This design comes from an exercise in tuning for small area on the open sky130 flow, not from production work.
At most, simulation tests tie the RTL to the original design; equivalence was not proved.
Power and IR drop assume default switching activity.

==> run a: inputs <==
==> flow/design.v <==
module fcp #(
    parameter PMAX = 64                  
) (
    input  wire        clk,
    input  wire        rst,              
    input  wire        req_valid,
    input  wire [35:0] req,
    output reg         rsp_valid,
    output wire [49:0] rsp
);
    localparam [3:0] OP_NOP      = 4'h0,
                     OP_CSINIT   = 4'h1,
                     OP_CSADD    = 4'h2,
                     OP_CSFIN    = 4'h3,
                     OP_ENCSTART = 4'h4,
                     OP_ENCPAY   = 4'h5,
                     OP_ENCEMIT  = 4'h6,
                     OP_ENCABORT = 4'h7,
                     OP_HDPUSH   = 4'h8,
                     OP_HDGET    = 4'h9,
                     OP_HDCLR    = 4'hA,
                     OP_PACK     = 4'hB,
                     OP_UNPACK   = 4'hC;
    localparam [1:0] ST_OK            = 2'd0,
                     ST_REFUSED_STATE = 2'd1,
                     ST_REFUSED_LEN   = 2'd2,
                     ST_ILLEGAL_OP    = 2'd3;
    localparam [1:0] E_IDLE = 2'd0,
                     E_FILL = 2'd1,
                     E_EMIT = 2'd2;
    wire [3:0]  opsel = req[35:32];
    wire [31:0] arg   = req[31:0];
    wire [7:0]  b     = arg[7:0];
    reg  [7:0]  acc;
    reg  [1:0]  estate;
    reg  [7:0]  t_type;
    reg  [7:0]  t_id;
    reg  [6:0]  t_len;       
    reg  [6:0]  cnt;         
    reg  [2:0]  hst;         
    reg  [47:0] hdr;         
    reg  [7:0]  pb [0:63];   
    reg  [31:0] rsp_lo;      
    reg  [1:0]  rsp_st;
    reg         rsp_hdget;   
    wire hvalid   = (hst == 3'd6);
    wire enc_idle = (estate == E_IDLE);
    wire enc_fill = (estate == E_FILL);
    wire enc_emit = (estate == E_EMIT);
    wire [6:0] cnt_inc  = cnt + 7'd1;
    wire       cnt_last = (cnt_inc == t_len);
    wire [5:0] lm1      = t_len[5:0] - 6'd1;    
    wire [2:0] sft      = ~lm1[2:0];
    wire [2:0] hk       = cnt[2:0] - 3'd2;      
    wire [7:0] pay_byte = (sft == 3'd7) ? pb[62] : pb[63];
    wire       is_start = (opsel == OP_ENCSTART);
    wire       ysel_len = (opsel == OP_ENCEMIT) || (opsel == OP_ENCABORT);
    wire       pending  = enc_fill || (enc_emit && cnt == 7'd122);
    wire [7:0] add_x    = is_start ? arg[7:0] : acc;
    wire [7:0] add_y    = is_start ? arg[15:8] : ysel_len ? {1'b0, t_len} : b;
    wire [7:0] add_s    = add_x + add_y + {7'd0, is_start | ysel_len};
    reg  [7:0] hdr_byte;
    always @(*) begin
        case (cnt[2:0])
            3'd2:    hdr_byte = ~add_s;
            3'd3:    hdr_byte = 8'h03;
            3'd4:    hdr_byte = t_type;
            3'd5:    hdr_byte = t_id;
            3'd6:    hdr_byte = {1'b0, t_len};
            default: hdr_byte = 8'h00;
        endcase
    end
    wire [7:0] emit_byte = cnt[6] ? hdr_byte : pay_byte;
    wire       len_big = (arg[31:16] > 16'd64);
    reg  [1:0]  status;
    reg  [31:0] data;
    always @(*) begin
        status = ST_OK;
        data   = 32'd0;
        case (opsel)
            OP_NOP, OP_ENCABORT, OP_HDCLR: ;
            OP_CSINIT, OP_CSADD:
                if (!enc_idle) status = ST_REFUSED_STATE;
            OP_CSFIN:
                if (!enc_idle) status = ST_REFUSED_STATE;
                else           data[7:0] = ~acc;
            OP_ENCSTART:
                if (!enc_idle)    status = ST_REFUSED_STATE;
                else if (len_big) status = ST_REFUSED_LEN;
            OP_ENCPAY:
                if (!enc_fill) status = ST_REFUSED_STATE;
            OP_ENCEMIT:
                if (!enc_emit) status = ST_REFUSED_STATE;
                else           data[8:0] = {cnt_last, emit_byte};
            OP_HDPUSH:
                data[0] = (hst == 3'd5);
            OP_HDGET:
                if (!hvalid) status = ST_REFUSED_STATE;
                else         data = hdr[31:0];
            OP_PACK:
                data = {arg[27:0], 4'b0000};
            OP_UNPACK:
                data = {arg[2:0], arg[3], arg[31:10], arg[9:4]};
            default:
                status = ST_ILLEGAL_OP;
        endcase
    end
    wire do_op = req_valid && !rst && (status == ST_OK);
    wire do_pay  = do_op && (opsel == OP_ENCPAY);
    wire do_emit = do_op && (opsel == OP_ENCEMIT);
    wire shift   = do_pay || (do_emit && (!cnt[6] || hk < sft));
    always @(posedge clk) begin
        if (rst) begin
            acc    <= 8'hFF;
            estate <= E_IDLE;
            hst    <= 3'd0;
        end else if (do_op) begin
            case (opsel)
                OP_CSINIT: acc <= 8'hFF;
                OP_CSADD:  acc <= add_s;
                OP_ENCSTART: begin
                    t_type <= arg[7:0];
                    t_id   <= arg[15:8];
                    t_len  <= arg[22:16];
                    acc    <= add_s;
                    if (arg[22:16] == 7'd0) begin
                        estate <= E_EMIT;
                        cnt    <= 7'd122;
                    end else begin
                        estate <= E_FILL;
                        cnt    <= 7'd0;
                    end
                end
                OP_ENCPAY: begin
                    acc <= add_s;
                    if (cnt_last) begin
                        estate <= E_EMIT;
                        cnt    <= 7'd122;
                    end else begin
                        cnt    <= cnt_inc;
                    end
                end
                OP_ENCEMIT: begin
                    cnt <= cnt_inc;
                    if (pending)
                        acc <= add_s;
                    if (cnt_last)
                        estate <= E_IDLE;
                end
                OP_ENCABORT: begin
                    estate <= E_IDLE;
                    if (pending)
                        acc <= add_s;
                end
                OP_HDPUSH: begin
                    hdr    <= {b, hdr[47:8]};
                    hst    <= (hst == 3'd6) ? 3'd1 : hst + 3'd1;
                end
                OP_HDCLR:  hst <= 3'd0;
                default: ;
            endcase
        end
    end
    integer i;
    always @(posedge clk) begin
        if (shift) begin
            for (i = 1; i < 64; i = i + 1) begin
                if (i % 8 == 0 && lm1[5:3] == 3'd7 - i / 8)
                    pb[i] <= b;
                else
                    pb[i] <= pb[i-1];
            end
            pb[0] <= b;
        end
    end
    always @(posedge clk) begin
        if (rst) rsp_valid <= 1'b0;
        else     rsp_valid <= req_valid;
        rsp_st    <= status;
        rsp_lo    <= data;
        rsp_hdget <= (opsel == OP_HDGET) && hvalid;
    end
    assign rsp = {rsp_st, rsp_hdget ? hdr[47:32] : 16'd0, rsp_lo};
endmodule
==> flow/flow/run.sh <==
#!/bin/bash
set -euo pipefail
export BUFFER_PORTS_ARGS="-buffer_cell sky130_fd_sc_hd__buf_1"
export CTS_ARGS="-sink_clustering_enable -repair_clock_nets -dont_use_dummy_load -sink_clustering_size 25 -sink_clustering_max_diameter 100 -buf_list {sky130_fd_sc_hd__clkbuf_8 sky130_fd_sc_hd__clkbuf_16}"
bash standard.sh finish > make.log 2>&1
==> flow/standard.sh <==
#!/bin/bash
# synth_recipe.tcl (not shown) runs the flow's synth.tcl, then flattens the netlist and writes it again
# the make line also repeats each setting of config.mk as NAME=value (left out here)
make -C /OpenROAD-flow-scripts/flow DESIGN_CONFIG=/design/flow/config.mk WORK_HOME=/design/flow/orfs CLKGATE_MAP_FILE= SYNTH_SCRIPT=/design/flow/synth_recipe.tcl "${@:-finish}"
==> flow/config.mk <==
export PLATFORM = sky130hd
export DESIGN_NAME = fcp
export DESIGN_NICKNAME = fcp
export VERILOG_FILES = /design/flow/design.v
export SDC_FILE = /design/flow/constraint.sdc
export NUM_CORES = 4
export LEC_CHECK = 0
export CAP_MARGIN = 20
export CORE_MARGIN = 2
export CORE_UTILIZATION = 40
export PLACE_DENSITY = 0.6
export SLEW_MARGIN = 20
==> flow/constraint.sdc <==
create_clock -name core_clock -period 5.0 [get_ports {clk}]
set_input_delay 1.0000 -clock core_clock [delete_from_list [all_inputs] [get_ports {clk}]]
set_output_delay 1.0000 -clock core_clock [all_outputs]
set_load 0.01 [all_outputs]
==> run b: changes against run a <==
--- a/flow/design.v
+++ b/flow/design.v
@@ -37,32 +37,24 @@
     reg  [7:0]  t_id;
     reg  [6:0]  t_len;       
     reg  [6:0]  cnt;         
-    reg  [2:0]  hst;         
+    reg  [2:0]  hcnt;
+    reg         hvalid;
     reg  [47:0] hdr;         
     reg  [7:0]  pb [0:63];   
     reg  [31:0] rsp_lo;      
     reg  [1:0]  rsp_st;
     reg         rsp_hdget;   
-    wire hvalid   = (hst == 3'd6);
     wire enc_idle = (estate == E_IDLE);
     wire enc_fill = (estate == E_FILL);
     wire enc_emit = (estate == E_EMIT);
     wire [6:0] cnt_inc  = cnt + 7'd1;
     wire       cnt_last = (cnt_inc == t_len);
     wire [5:0] lm1      = t_len[5:0] - 6'd1;    
-    wire [2:0] sft      = ~lm1[2:0];
-    wire [2:0] hk       = cnt[2:0] - 3'd2;      
-    wire [7:0] pay_byte = (sft == 3'd7) ? pb[62] : pb[63];
-    wire       is_start = (opsel == OP_ENCSTART);
-    wire       ysel_len = (opsel == OP_ENCEMIT) || (opsel == OP_ENCABORT);
-    wire       pending  = enc_fill || (enc_emit && cnt == 7'd122);
-    wire [7:0] add_x    = is_start ? arg[7:0] : acc;
-    wire [7:0] add_y    = is_start ? arg[15:8] : ysel_len ? {1'b0, t_len} : b;
-    wire [7:0] add_s    = add_x + add_y + {7'd0, is_start | ysel_len};
+    wire [7:0] pay_byte = pb[{3'b111, lm1[2:0]}];
     reg  [7:0] hdr_byte;
     always @(*) begin
         case (cnt[2:0])
-            3'd2:    hdr_byte = ~add_s;
+            3'd2:    hdr_byte = ~acc;
             3'd3:    hdr_byte = 8'h03;
             3'd4:    hdr_byte = t_type;
             3'd5:    hdr_byte = t_id;
@@ -71,6 +63,7 @@
         endcase
     end
     wire [7:0] emit_byte = cnt[6] ? hdr_byte : pay_byte;
+    wire [7:0] hdr_acc = arg[7:0] + arg[15:8] + arg[23:16] + 8'd2;
     wire       len_big = (arg[31:16] > 16'd64);
     reg  [1:0]  status;
     reg  [31:0] data;
@@ -93,7 +86,7 @@
                 if (!enc_emit) status = ST_REFUSED_STATE;
                 else           data[8:0] = {cnt_last, emit_byte};
             OP_HDPUSH:
-                data[0] = (hst == 3'd5);
+                data[0] = (hcnt == 3'd5);
             OP_HDGET:
                 if (!hvalid) status = ST_REFUSED_STATE;
                 else         data = hdr[31:0];
@@ -108,21 +101,22 @@
     wire do_op = req_valid && !rst && (status == ST_OK);
     wire do_pay  = do_op && (opsel == OP_ENCPAY);
     wire do_emit = do_op && (opsel == OP_ENCEMIT);
-    wire shift   = do_pay || (do_emit && (!cnt[6] || hk < sft));
+    wire shift   = do_pay || (do_emit && !cnt[6]);
     always @(posedge clk) begin
         if (rst) begin
             acc    <= 8'hFF;
             estate <= E_IDLE;
-            hst    <= 3'd0;
+            hcnt   <= 3'd0;
+            hvalid <= 1'b0;
         end else if (do_op) begin
             case (opsel)
                 OP_CSINIT: acc <= 8'hFF;
-                OP_CSADD:  acc <= add_s;
+                OP_CSADD:  acc <= acc + b;
                 OP_ENCSTART: begin
                     t_type <= arg[7:0];
                     t_id   <= arg[15:8];
                     t_len  <= arg[22:16];
-                    acc    <= add_s;
+                    acc    <= hdr_acc;
                     if (arg[22:16] == 7'd0) begin
                         estate <= E_EMIT;
                         cnt    <= 7'd122;
@@ -132,7 +126,7 @@
                     end
                 end
                 OP_ENCPAY: begin
-                    acc <= add_s;
+                    acc <= acc + b;
                     if (cnt_last) begin
                         estate <= E_EMIT;
                         cnt    <= 7'd122;
@@ -142,21 +136,19 @@
                 end
                 OP_ENCEMIT: begin
                     cnt <= cnt_inc;
-                    if (pending)
-                        acc <= add_s;
                     if (cnt_last)
                         estate <= E_IDLE;
                 end
-                OP_ENCABORT: begin
-                    estate <= E_IDLE;
-                    if (pending)
-                        acc <= add_s;
-                end
+                OP_ENCABORT: estate <= E_IDLE;
                 OP_HDPUSH: begin
                     hdr    <= {b, hdr[47:8]};
-                    hst    <= (hst == 3'd6) ? 3'd1 : hst + 3'd1;
+                    hvalid <= (hcnt == 3'd5);
+                    hcnt   <= (hcnt == 3'd5) ? 3'd0 : hcnt + 3'd1;
                 end
-                OP_HDCLR:  hst <= 3'd0;
+                OP_HDCLR: begin
+                    hcnt   <= 3'd0;
+                    hvalid <= 1'b0;
+                end
                 default: ;
             endcase
         end
==> flow/run.sh (new file) <==
#!/bin/bash
# synth_recipe.tcl (not shown) runs the flow's synth.tcl, then flattens the netlist and writes it again
# the make line also repeats each setting of config.mk as NAME=value (left out here)
make -C /OpenROAD-flow-scripts/flow DESIGN_CONFIG=/design/flow/config.mk WORK_HOME=/design/flow/orfs CLKGATE_MAP_FILE= SYNTH_SCRIPT=/design/flow/synth_recipe.tcl finish
Settings changed: CTS_BUF_LIST set to sky130_fd_sc_hd__clkbuf_4 sky130_fd_sc_hd__clkbuf_8.
removed: flow/flow/run.sh
removed: flow/standard.sh
==> comparison <==
Of run a and run b, run b has the higher power (gap about 18%, measured against run b).
Against run a, the global-route usage of run b is higher by 1.6 points.
In run a the core utilization is lower than in run b, by 3.0 points.
Of run a and run b, run b has the higher die area (gap about 3%, measured against run b).
Against run a, the combinational power of run b is larger by 27%.
Of run b and run a, run b has the higher routed wire length (gap about 15%, measured against run a).
Of run b and run a, run b has the higher clock power (gap about 70%, measured against run a).
Between run b and run a, the lower sequential cell count is in run a (gap 1).
Of run b and run a, run b has the higher area after synthesis (gap 3.1%, measured against run a).
Non-clock buffer count: run a is higher than run b (13).
No functional check of the RTL was part of run b.

## port drivers added, routing unchanged
No port has a modelled driver above. Below, the same layouts with a new extraction and two added sets of constraints.
Step 1, drivers: a clkbuf_16 drives clk and a buf_2 each remaining input, both assumed.
Step 2, shift: input delay + t, output delay - t, t = (earliest + latest rising clock arrival at the registers) / 2. This alone moves slack from input paths to output paths.
Slacks: no drivers / after step 1 / after step 2; pairs: no drivers / after step 1.
run | shift t [ns] | slack for setup (ns) | worst setup path at the end | slew at the worst register clock pin (ns) | pins driven straight from the clock port
run a | 0.633 | 1.351 / 1.377 / 0.743 | input to register | 0.10 / 0.10 | 1
run b | 0.720 | 1.563 / 1.589 / 0.870 | input to register | 0.07 / 0.07 | 1
After both steps setup and hold are still met in every run listed. The setup slack of run b, which loses most, moves by +0.026 ns with the drivers and by -0.693 ns with both steps.
